Context: an optimization exercise on an open-source flow, tuned for small area, a short achievable clock period and few clock cycles. The choices shown serve that exercise and are no tape-out recipe. RTL that was checked went through simulation tests only; none was proved equivalent to the original.

==> inputs of run E <==
Design mwfc, start of the top module:
module mwfc (
    input             clk,
    input             rst,         
    input             bus_valid,
    input             bus_write,
    input      [7:0]  bus_addr,    
    input      [1:0]  bus_size,    
    input      [31:0] bus_wdata,
    output            bus_ready,
    output reg [31:0] bus_rdata,
    output            bus_err
);
clock: 10.0 ns
lec_check: 0
cap_margin: 20
core_margin: 2
core_utilization: 60
place_density: 0.72
setup_slack_margin: 3.0
slew_margin: 20
run.sh (not shown) runs the stock make flow with config.mk's settings and CLKGATE_MAP_FILE= SYNTH_SCRIPT=/design/flow/synth_recipe.tcl, a recipe that flattens the netlist after the stock synthesis.
==> run D: changes against run E <==
--- a/flow/design.v
+++ b/flow/design.v
@@ -55,11 +55,10 @@
     reg [4:0]   tail_q;            
     reg         trl_q;             
     reg         enc_q;             
     reg [3:0]   ecode_q;           
     reg         fd_q;              
-    reg         fo_q;              
     reg [7:0]   pend_q;            
     reg         ib_q;              
     reg         if_q;              
     reg         ip_q;              
     reg [1:0]   bi_q;              
@@ -85,27 +84,46 @@
         begin
             for (i = 0; i < 8; i = i + 1)
                 rev8[i] = v[7 - i];
         end
     endfunction
-    wire        idle     = !fj_q && !ij && !fd_q && !fo_q;
+    wire        idle     = !fj_q && !ij && !fd_q;
     wire [31:0] eng_x    = fj_q ? crc_result_q : ij ? (if_q ? 32'd0 : init_direct_q) :
-                           (fd_q || fo_q) ? crc_reg_q : init_direct;
-    wire [4:0]  bidx       = fj_q ? idx_q : arg0_q[4:0];
-    wire [7:0]  frame_byte = frame_q[{bidx, 3'b000} +: 8];
+                           fd_q ? crc_reg_q : init_direct;
+    wire [7:0]  frame_byte = frame_q[{idx_q, 3'b000} +: 8];
     wire [7:0]  feed_src   = fd_q ? arg0_q[7:0] : frame_byte;
     wire [7:0]  feed_byte  = refin ? rev8(feed_src) : feed_src;
     wire [1:0]  init_bsel  = if_q ? om1_q[4:3] : bi_q;
     wire [7:0]  init_byte  = init_m[{init_bsel, 3'b000} +: 8];
     wire [7:0]  eng_d      = ij ? init_byte : feed_byte;
-    wire [31:0] eng_l = eng_x << ~om1_q;
-    wire [7:0]  xe    = eng_l[31:24];
+    integer i, j, m;
+    reg  [3:0]  ohl_q;         
+    reg  [7:0]  ohh_q;         
+    always @(posedge clk) begin
+        ohl_q <= 4'b0001 << om1_q[1:0];
+        ohh_q <= 8'b00000001 << om1_q[4:2];
+    end
+    reg  [35:0] fz;            
+    reg  [7:0]  xe;
+    integer h, l;
+    always @(*) begin
+        for (i = 0; i < 36; i = i + 1) begin
+            fz[i] = 1'b0;
+            for (l = 0; l < 4; l = l + 1)
+                if (i - 7 + l >= 0 && i - 7 + l < 32)
+                    fz[i] = fz[i] | (ohl_q[l] & eng_x[i - 7 + l]);
+        end
+        for (j = 0; j < 8; j = j + 1) begin
+            xe[7 - j] = 1'b0;
+            for (h = 0; h < 8; h = h + 1)
+                xe[7 - j] = xe[7 - j] | (ohh_q[h] & fz[4*h - j + 7]);
+        end
+    end
     wire [38:0] pe = {poly_q, 7'd0} >> om1_q;
     wire [7:0]  eq = pe[7:0];
     reg [7:0]  linv [0:7];
     reg [63:0] linv_q;
-    integer i, j, m;
     always @(*) begin
         for (i = 0; i < 8; i = i + 1) begin
             linv[i] = 8'd0;
             linv[i][i] = 1'b1;
             for (m = 0; m < i; m = m + 1)
@@ -114,11 +132,11 @@
         end
     end
     always @(posedge clk)
         for (i = 0; i < 8; i = i + 1)
             linv_q[8*i +: 8] <= linv[i];
-    wire [7:0] d_sel = (idle && code[4]) ? (refin ? 8'h80 : 8'h01) : eng_d;
+    wire [7:0] d_sel = idle ? (refin ? 8'h80 : 8'h01) : eng_d;
     wire [7:0] eu = xe[7:0] ^ d_sel;
     reg [7:0] fb;
     always @(*) begin
         for (i = 0; i < 8; i = i + 1) begin
             fb[i] = 1'b0;
@@ -132,13 +150,14 @@
         for (i = 0; i < 8; i = i + 1)
             if (fb[i])
                 eng_acc = eng_acc ^ (poly_q << (7 - i));
     end
     wire [31:0] eng_y = eng_acc & mask;
-    wire [31:0] out_x   = eng_x;
-    wire [31:0] out_rev = rev32(eng_l);
-    wire        merge   = fj_q && (left_q == 6'd1) && !refout;
+    wire [31:0] out_x   = fj_q ? crc_result_q : crc_reg_q;
+    wire [4:0]  out_sh  = ~om1_q;                 
+    wire [31:0] out_rev = rev32(out_x) >> out_sh;
+    wire        merge   = 1'b0;
     wire [31:0] out_y   = ((merge ? eng_acc : refout ? out_rev : out_x) ^ xorout_q) & mask;
     wire [5:0] widx = bus_addr[7:2];
     reg mapped;
     always @(*) begin
         mapped = 1'b0;
@@ -150,15 +169,15 @@
     wire a_cmd   = (widx == 6'd0);
     wire a_cfg   = (widx >= 6'd4) && (widx <= 6'd8);
     wire a_arg   = (widx >= 6'd16) && (widx <= 6'd20);
     wire a_frame = (widx[5:3] == 3'b011);
     wire [2:0] fw = widx[2:0];
-    wire wstall = (a_cmd && (fj_q || fd_q || fo_q || ib_q)) || (a_cfg && (fj_q || fd_q || fo_q)) ||
+    wire wstall = (a_cmd && (fj_q || fd_q || ib_q)) || (a_cfg && (fj_q || fd_q)) ||
                   (a_frame && fj_q) || (a_arg && fj_q && enc_q);
     wire rstall = (widx == 6'd9 && ib_q && !direct) || (widx == 6'd12 && fd_q) ||
-                  (widx == 6'd13 && (fj_q || fo_q)) ||
-                  (a_frame && pend_q[fw]);
+                  (widx == 6'd13 && fj_q) ||
+                  (a_frame && fj_q && pend_q[fw]);
     wire stall  = legal && (bus_write ? wstall : rstall);
     assign bus_ready = !stall;
     assign bus_err   = !legal;
     wire wr_acc = bus_valid && bus_write && legal && !stall;
     wire       rsv_ok = (bus_wdata[31:8] == 24'd0);
@@ -203,30 +222,44 @@
             4'h8: enc_opc = OPC_GET_BATTERY;
             default: enc_opc = OPC_RESET_DEVICE;
         endcase
     end
     wire [31:0] enc_hdr = {enc_opt, enc_opc, enc_len, 8'h01};
-    reg [31:0] enc_word;
+    wire       e_clk = (ecode_q == 4'h0);
+    wire       e_vib = (ecode_q == 4'h1);
+    wire       e_upd = (ecode_q == 4'h3);
+    wire       e_def = (ecode_q == 4'h4);
+    wire       e_wid = (ecode_q == 4'h6);
+    wire       e_w1  = (idx_q[1:0] == 2'd1);
+    reg  [2:0] e_asel;
+    always @(*) begin
+        if (e_wid)      e_asel = {1'b0, idx_q[1:0]} + {idx_q[1:0] == 2'd0, 2'b00};
+        else if (e_clk) e_asel = e_w1 ? 3'd0 : 3'd1;
+        else            e_asel = 3'd0;
+    end
+    reg [31:0] e_str;
     always @(*) begin
-        enc_word = 32'd0;
-        case (ecode_q)
-            4'h0: enc_word = (idx_q[1:0] == 2'd1) ?
-                             {arg0_q[31:24], arg0_q[23:16], arg0_q[7:0], arg0_q[15:8]} : arg1_q;
-            4'h1: enc_word = (idx_q[1:0] == 2'd1) ?
-                             {arg0_q[23:0], 8'h01} : {16'd0, arg1_q[7:0], arg0_q[31:24]};
-            4'h3: enc_word = {16'd0, arg0_q[15:8], arg0_q[7:0]};
-            4'h4: enc_word = {16'd0, 8'h60, 8'h00};
-            4'h6: case (idx_q[1:0])
-                      2'd1: enc_word = arg1_q;
-                      2'd2: enc_word = arg2_q;
-                      2'd3: enc_word = arg3_q;
-                      default: enc_word = arg4_q;
-                  endcase
-            4'h7: enc_word = {24'd0, IDLE_MODE};
-            default: enc_word = 32'd0;
+        case (e_asel)
+            3'd1:    e_str = arg1_q;
+            3'd2:    e_str = arg2_q;
+            3'd3:    e_str = arg3_q;
+            3'd4:    e_str = arg4_q;
+            default: e_str = arg0_q;
         endcase
     end
+    reg [31:0] enc_word;
+    always @(*) begin
+        enc_word = e_str;
+        if (e_clk && e_w1)
+            enc_word[15:0] = {arg0_q[7:0], arg0_q[15:8]};
+        if (e_vib)
+            enc_word = e_w1 ? {arg0_q[23:0], 8'h01} : {16'd0, arg1_q[7:0], arg0_q[31:24]};
+        if (e_def)
+            enc_word[15:0] = 16'h6000;
+        if (!(e_clk || e_vib || e_upd || e_def || e_wid))
+            enc_word[7:0] = IDLE_MODE;
+    end
     wire        job_step  = fj_q && (left_q != 6'd0);
     wire        job_final = fj_q && (left_q == 6'd0 || merge);
     wire [31:0] out_tr    = {out_y[15:8], out_y[7:0], out_y[15:8], out_y[7:0]};
     wire [31:0] trl_word  = tail_q[0] ? {out_tr[23:0], out_tr[31:24]} : out_tr;
     wire [31:0] fw_data = fj_q ? (job_final ? trl_word : enc_word)
@@ -271,11 +304,12 @@
     wire fin_bad   = frame_len_q < 8'd2 || frame_len_q > 8'd32;
     wire parse_ok  = resp_count_q == 8'd12;
     wire span_go   = c_span && !span_bad;
     wire fin_go    = c_fin && !fin_bad;
     wire job_go    = span_go || fin_go || enc_go;
-    wire span_len0 = arg0_q[15:8] == 8'd0;
+    wire k_enc     = code[4];                  
+    wire k_span    = !code[4] && code[2];      
     wire [4:0] fin_tail = frame_len_q[4:0] - 5'd2;
     reg  [7:0] fin_pend;       
     integer t;
     always @(*)
         for (t = 0; t < 8; t = t + 1)
@@ -313,30 +347,28 @@
             batt_status_q <= {1'b1, resp_q[55:48], resp_q[47:40], resp_q[39:32]} & {25{~rst}};
             batt_mv_q     <= {resp_q[79:72], resp_q[71:64]} & {16{~rst}};
         end
         if (rst || c_start || fd_q)
             crc_reg_q <= rst ? 32'h0000FFFF : (fd_q ? eng_y : init_direct);
-        if (rst || fo_q || job_go || fj_q)
+        if (rst || c_final || job_go || fj_q)
             crc_result_q <= rst ? 32'd0 :
-                            (fo_q || job_final) ? out_y :
-                            (fin_go || (span_go && span_len0)) ? init_direct : eng_y;
+                            (c_final || job_final) ? out_y :
+                            (fin_go || span_go) ? init_direct : eng_acc;
         if (rst || ij)
             init_direct_q <= rst ? 32'h0000FFFF : eng_y;
     end
     always @(posedge clk) begin
         if (rst) begin
             fj_q    <= 1'b0;
             fd_q    <= 1'b0;
-            fo_q    <= 1'b0;
             pend_q  <= 8'd0;
             ib_q    <= 1'b0;
             ip_q    <= 1'b0;
         end else begin
             fd_q <= c_feed;
-            fo_q <= c_final;
-            if (job_go)
-                pend_q <= enc_go ? 8'hFE : fin_go ? fin_pend : 8'h00;
+            if (!fj_q)
+                pend_q <= k_enc ? 8'hFE : k_span ? 8'h00 : fin_pend;
             else if (job_final)
                 pend_q <= 8'h00;
             else if (job_step && enc_q && idx_q[4:2] == 3'd0 &&
                      (tail_q[4] || idx_q[1:0] < tail_q[3:2]))
                 pend_q[idx_q[1:0]] <= 1'b0;
@@ -355,19 +387,19 @@
             left_q  <= 6'd0;
             tail_q  <= 5'd0;
             trl_q   <= 1'b0;
             enc_q   <= 1'b0;
             ecode_q <= 4'd0;
-        end else if (job_go) begin
-            idx_q   <= span_go ? arg0_q[4:0] + {4'd0, !span_len0} : {4'd0, enc_go};
-            left_q  <= span_go ? arg0_q[13:8] - {5'd0, !span_len0} :
-                       fin_go ? frame_len_q[5:0] - 6'd2 : enc_len[5:0] - 6'd3;
-            tail_q  <= fin_go ? frame_len_q[4:0] - 5'd2 : enc_len[4:0] - 5'd2;
-            trl_q   <= !span_go;
-            enc_q   <= enc_go;
+        end else if (!fj_q) begin
+            idx_q   <= k_span ? arg0_q[4:0] : {4'd0, k_enc};
+            left_q  <= k_span ? arg0_q[13:8] :
+                       k_enc ? enc_len[5:0] - 6'd3 : frame_len_q[5:0] - 6'd2;
+            tail_q  <= k_enc ? enc_len[4:0] - 5'd2 : frame_len_q[4:0] - 5'd2;
+            trl_q   <= !k_span;
+            enc_q   <= k_enc;
             ecode_q <= code[3:0];
-        end else if (fj_q && left_q != 6'd0) begin
+        end else if (left_q != 6'd0) begin
             idx_q  <= idx_q + 5'd1;
             left_q <= left_q - 6'd1;
         end
         if (rst) begin
             if_q <= 1'b0;
Settings changed: CAP_MARGIN 20 to 40, CORE_UTILIZATION 60 to 40, CTS_CLUSTER_DIAMETER set to 80, CTS_CLUSTER_SIZE set to 20, PLACE_DENSITY 0.72 to 0.55, SETUP_SLACK_MARGIN 3.0 to 4.0, SLEW_MARGIN 20 to 40.
==> comparison <==
Run E failed in 5_1_grt on GRT-0232. Run D went through all stages and came out clean. Between run E and run D, the lower synthesized area is in run D (gap about 2%, measured against run D). In run E the synthesized cell count is larger than in run D, by 8.3%.
==> figures <==
Multiplexer fraction of the synthesized cell area: run E 3.61%; run D 6.49%
Number of placed cells counting well taps: run E 6637; run D 6824
Syn_nets: run E 5661; run D 5228
# rows: run E 110; run D 133
Initial cell density of the core: run E 60.4%; run D 40.4%
Buffers inserted by post-CTS timing repair: run E 85; run D 195
Share of synthesized cell area in full adder, half adder and majority cells: run E 1.17%; run D 1.04%
Sequential share of the synthesized area: run E 46.1%; run D 47.5%
Worst slack at placement: run E 1.10 ns; run D 1.89 ns
Mapped Cells: run E 5565; run D 5139
Outcome: run E stopped before the end; run D no timing/DRC/antenna violations
Failing step: run E 5_1_grt; run D -
Count of instances resized after the clock tree is built: run E 229; run D 579
Post-synthesis share of cell area spent on and, or, nand and nor gates: run E 16.3%; run D 14.2%
Cell area after placement: run E 57300 µm²; run D 57300 µm²
Horiz. Die Dim: run E 305 µm; run D 369 µm
Sinks on Clock Net: run E 849; run D 860
Number of distinct library cells after synthesis: run E 111; run D 108
Synthesis-stage register bit count: run E 849; run D 860
Testbench counts of run D, summed over its fixed seeds: cycles 28,737.
No functional check of the RTL was part of run E.

static timing again, ports no longer ideal:
Ports are ideal in the flow. The routed layout listed here was re-timed in OpenROAD. Step 1 assumes that a clkbuf_16 drives the clock port and a buf_2 every other input. Step 2, shift: input delay + t, output delay - t, t = (earliest + latest rising clock arrival at the registers) / 2. This alone moves slack from input paths to output paths. a / b / c = no drivers / after step 1 / after step 2; a / b = the first two.
run: run D
t, ns: 0.799
setup slack, ns: 3.535 / 3.484 / 3.195
worst setup path after step 2: input to register
After both steps run D still meets setup and hold. For run D, drivers alone change the setup slack by -0.051 ns; drivers and shift together by -0.340 ns.
